What follows belongs to an exercise in optimizing a design on an open flow for small area, a short achievable clock period and few clock cycles; a production flow would make more cautious choices.
At most, simulation tests tie the RTL to the original design; equivalence was not proved.
No activity file was given, so power comes from the tool's default toggle rates.

## dvb_voice
module dvb_voice (
    input  wire        clk,
    input  wire        rst,
    input  wire        cfg_we,
    input  wire [6:0]  cfg_addr,
    input  wire [7:0]  cfg_data,
    input  wire        cmd_valid,
    output wire        cmd_ready,
    input  wire [1:0]  cmd_op,
    input  wire [6:0]  cmd_note,
    input  wire [6:0]  cmd_vel,
    input  wire [15:0] cmd_count,
    output wire        out_valid,
    input  wire        out_ready,
    output wire [15:0] out_sample,
    output wire        active
);
    localparam [2:0] ENV_OFF     = 3'b000;
    localparam [2:0] ENV_ATTACK  = 3'b100;
    localparam [2:0] ENV_DECAY   = 3'b101;
    localparam [2:0] ENV_SUSTAIN = 3'b110;
    localparam [2:0] ENV_RELEASE = 3'b111;
    localparam [1:0] C_IDLE   = 2'd0;
    localparam [1:0] C_CMD    = 2'd1;
    localparam [1:0] C_NOTEON = 2'd2;
    localparam [1:0] C_RENDER = 2'd3;
    localparam [3:0] U_START = 4'd0;
    localparam [3:0] U_VIB   = 4'd1;
    localparam [3:0] U_U     = 4'd2;
    localparam [3:0] U_F     = 4'd3;
    localparam [3:0] U_FMOV  = 4'd4;
    localparam [3:0] U_FINE  = 4'd5;
    localparam [3:0] U_RMOV  = 4'd6;
    localparam [3:0] U_X     = 4'd7;
    localparam [3:0] U_XMOV  = 4'd8;
    localparam [3:0] U_DIV   = 4'd9;
    localparam [3:0] U_SSET  = 4'd10;
    localparam [3:0] U_SDIV  = 4'd11;
    localparam [3:0] U_KSET  = 4'd12;
    localparam [3:0] U_KMUL  = 4'd13;
    localparam [3:0] U_DONE  = 4'd14;
    localparam [3:0] U_PMOV  = 4'd15;
  ...
make LEC_CHECK=0 ABC_AREA=1 ABC_CLOCK_PERIOD_IN_PS=100000 CAP_MARGIN=20 CORE_MARGIN=2 CORE_UTILIZATION=40 CTS_BUF_LIST=sky130_fd_sc_hd__clkbuf_8 PLACE_DENSITY=0.6 SLEW_MARGIN=20 finish   # period 180.0 ns
run.sh (not shown) runs the stock make flow with config.mk's settings and CLKGATE_MAP_FILE= SYNTH_SCRIPT=/design/flow/synth_recipe.tcl, a recipe that flattens the netlist after the stock synthesis.
Next try:
--- a/flow/design.v
+++ b/flow/design.v
@@ -683,35 +683,40 @@
                     end
                 end
             endcase
         end
     end
     wire        ta_en  = rst | do_tick | (prod & env_state[2] & !ticked);
     wire [15:0] ta_val = (do_tick ? tick_dif : tick_sum) & {16{~rst}};
     always @(posedge clk)
         if (ta_en)
             tick_acc <= ta_val;
+    wire        ph_clr = (ctl == C_CMD) && (op_q == 2'd0);
+    wire        ph_en  = ph_clr | (do_tick & st_n[2]) | (prod & env_state[2]);
+    wire [21:0] ph_d   = (do_tick ? (phase & wave_mask(aw_n)) : (ph_sum & wave_mask(active_wave))) & {22{~ph_clr}};
+    always @(posedge clk)
+        if (ph_en)
+            phase <= ph_d;
     always @(posedge clk) begin
         if (prod)
             out_sample_q <= sample;
         case (ctl)
             C_IDLE: begin
                 frames_left <= cmd_count;
                 op_q        <= cmd_op;
                 if (cmd_valid && cmd_op == 2'd0) begin
                     base_note <= cmd_note;
                     velocity  <= cmd_vel;
                 end
             end
             C_CMD: begin
                 if (op_q == 2'd0) begin
-                    phase          <= 22'd0;
                     seq_step       <= 4'd0;
                     seq_counter    <= 8'd0;
                     active_wave    <= initial_wave;
                     arp_index      <= 4'd0;
                     vib_phase      <= 6'd0;
                     vib_delay_left <= vib_delay;
                     env_ticks      <= 8'd0;
                     if (attack_length != 8'd0)
                         env_volume <= 23'd0;
                     else if (decay_length != 8'd0)
@@ -736,29 +741,26 @@
                 if (do_tick) begin
                     env_ticks  <= tk_n;
                     env_volume <= vol_n;
                     if (st_n[2]) begin
                         vib_delay_left <= vdl_n;
                         vib_phase      <= vp_n;
                         arp_index      <= ai_n;
                         seq_counter    <= sc_n;
                         seq_step       <= ss_n;
                         active_wave    <= aw_n;
-                        phase          <= phase & wave_mask(aw_n);
                         phase_inc      <= pin;
                         vol_vel        <= acc[28:0];
                     end
                 end
                 if (prod) begin
                     frames_left <= fl_dec;
-                    if (env_state[2])
-                        phase <= ph_sum & wave_mask(active_wave);
                 end
             end
         endcase
     end
     always @(posedge clk) begin
         if (rst) begin
             ust      <= U_DONE;
             eng_next <= 1'b0;
         end else begin
             case (ust)
Outcome: Via count drops by 0.76%. Worst setup slack gets better by 0.18 ns. Fmax goes up by 0.47%. Wire length goes down by 1.3%. Final cell count came out lower by 1.4%. Non-clock buffer count is unchanged. Global-route usage stays flat. Area after synthesis is lower by 0.41%. Die area is lower by 0.41%. Total power falls by 4.8%. Synthesized cell count came out lower by 1.3%. Sequential power barely changes.
Function was not checked in any run of this note: the RTL went through the layout flow alone.


## before
dvb_voice, a different RTL version from the one above (not shown whole).
Size in the first run: roughly 4100 cells after synthesis, ~590 flip-flops, about 39000 µm² of cells after synthesis.
clock: 180.0 ns
lec_check: 0
abc_area: 1
abc_clock_period_in_ps: 100000
cap_margin: 20
core_margin: 2
core_utilization: 55
place_density: 0.7
slew_margin: 20
buffer_ports_args: -buffer_cell sky130_fd_sc_hd__buf_2
standard.sh (not shown) runs the stock make flow with config.mk's settings and CLKGATE_MAP_FILE= SYNTH_SCRIPT=/design/flow/synth_recipe.tcl, a recipe that flattens the netlist after the stock synthesis.
==> flow/flow/run.sh <==
#!/bin/bash
# The standard layout (the standard.sh, all steps), with one change: the
# port buffers that the flow puts on every input and output are buf_2 cells
# instead of the flow's default pick, a slow delay buffer.
set -e
export BUFFER_PORTS_ARGS="-buffer_cell sky130_fd_sc_hd__buf_2"
echo "export BUFFER_PORTS_ARGS = -buffer_cell sky130_fd_sc_hd__buf_2" >> config.mk
bash standard.sh > standard.log 2>&1
Testbench counts of before, summed over its fixed seeds: cycles 646,383.
## Diff of input files: after against before
diff --git a/flow/design.v b/flow/design.v
--- a/flow/design.v
+++ b/flow/design.v
@@ -68,35 +68,40 @@
     reg [7:0]   sustain_length;
     reg [6:0]   sustain_level;
     reg [7:0]   release_length;
     reg [7:0]   vib_delay;
     reg [5:0]   vib_speed;       
     reg [7:0]   vib_depth;
     reg [4:0]   arp_length;
     reg [31:0]  seq_waves;       
     reg [127:0] arp_offsets;     
     reg [15:0]  sample_rate;
+    reg        cfg_we_q;
+    reg [6:0]  cfg_addr_q;
+    reg [7:0]  cfg_data_q;
     reg        rst_q;
-    always @(posedge clk) rst_q <= rst;
-    wire       cfg_we_q   = cfg_we;
-    wire [6:0] cfg_addr_q = cfg_addr;
-    wire [7:0] cfg_data_q = cfg_data;
+    always @(posedge clk) begin
+        cfg_we_q   <= cfg_we;
+        cfg_addr_q <= cfg_addr;
+        cfg_data_q <= cfg_data;
+        rst_q      <= rst;
+    end
     wire [1:0] cfg_wave  = (cfg_data_q[7:2] != 6'd0) ? 2'd3 : cfg_data_q[1:0];
     wire [6:0] cfg_level = (cfg_data_q[7] || (cfg_data_q[6] && cfg_data_q[5:0] != 6'd0)) ? 7'd64 : cfg_data_q[6:0];
     wire [4:0] cfg_len16 = ((cfg_data_q[7:5] != 3'd0) || (cfg_data_q[4] && cfg_data_q[3:0] != 4'd0)) ? 5'd16 : cfg_data_q[4:0];
-    wire [7:0] wd      = cfg_data_q & {8{~rst}};
-    wire [1:0] wd_wave = cfg_wave   & {2{~rst}};
-    wire [6:0] wd_lvl  = cfg_level  & {7{~rst}};
-    wire [4:0] wd_l16  = cfg_len16  & {5{~rst}};
-    wire [7:0] wd_srl  = rst ? 8'd50 : cfg_data_q;
+    wire [7:0] wd      = cfg_data_q & {8{~rst_q}};
+    wire [1:0] wd_wave = cfg_wave   & {2{~rst_q}};
+    wire [6:0] wd_lvl  = cfg_level  & {7{~rst_q}};
+    wire [4:0] wd_l16  = cfg_len16  & {5{~rst_q}};
+    wire [7:0] wd_srl  = rst_q ? 8'd50 : cfg_data_q;
     function sel(input [6:0] a, input [6:0] v);
-        sel = rst | (cfg_we_q & (a == v));
+        sel = rst_q | (cfg_we_q & (a == v));
     endfunction
     localparam [111:0] SEQ_ADDR = {7'd61, 7'd58, 7'd55, 7'd52, 7'd49, 7'd46, 7'd43, 7'd40,
                                    7'd37, 7'd34, 7'd31, 7'd28, 7'd25, 7'd22, 7'd19, 7'd16};
     integer k;
     always @(posedge clk) begin
         if (sel(cfg_addr_q, 7'd1))  initial_wave   <= wd_wave;
         if (sel(cfg_addr_q, 7'd2))  seq_speed      <= wd;
         if (sel(cfg_addr_q, 7'd3))  seq_length     <= wd_l16;
         if (sel(cfg_addr_q, 7'd4))  attack_length  <= wd;
         if (sel(cfg_addr_q, 7'd5))  attack_level   <= wd_lvl;
==> notes.md <==
Changes observed in after relative to before: part of the Yosys area used for sequential elements up 0.54 points; sequential portion of the cell area increased by 0.38 points relative to the old numbers.
Summary: post-route standard cell area excluding fillers, after worse than before
In after the share of the final layout cell area in multi-input gates turned out 0.66 points lower than in before.
after vs before: utilization up in after
after vs. before: flip-flop and latch count went up by 2.7%, post-place instance area now sits higher, minimum clock period moved down.
before and after ended up with roughly the same synthesized netlist net count.
Testbench counts of after, summed over its fixed seeds: cycles 646,383.

## what the ideal ports hide
No port has a modelled driver above. Below, the same layouts with a new extraction and two added sets of constraints. Step 1, drivers: a clkbuf_16 drives clk and a buf_2 each remaining input, both assumed. Step 2 moves the port delays by t, midway between the first and last clock arrival at a register: inputs arrive t later, outputs are due t later. That takes back most of the time a late clock gives input paths. Three values: ideal ports, drivers, drivers and shift; two values: the first two.
| run | t, ns | setup slack, ns | worst setup path after step 2 | pins driven straight from the clock port |
|---|---|---|---|---|
| the first run of note 1 | 0.811 | 141.046 / 141.083 / 140.271 | input to register | 1 |
| the second run of note 1 | 0.793 | 141.229 / 141.250 / 140.457 | input to register | 1 |
| before | 0.680 | 142.146 / 142.122 / 141.442 | input to register | 1 |
| after | 0.674 | 142.877 / 142.814 / 142.481 | input to register | 1 |
After both steps every run listed still meets setup and hold. For the first run of note 1, which loses most, drivers alone change the setup slack by +0.037 ns; drivers and shift together by -0.775 ns.
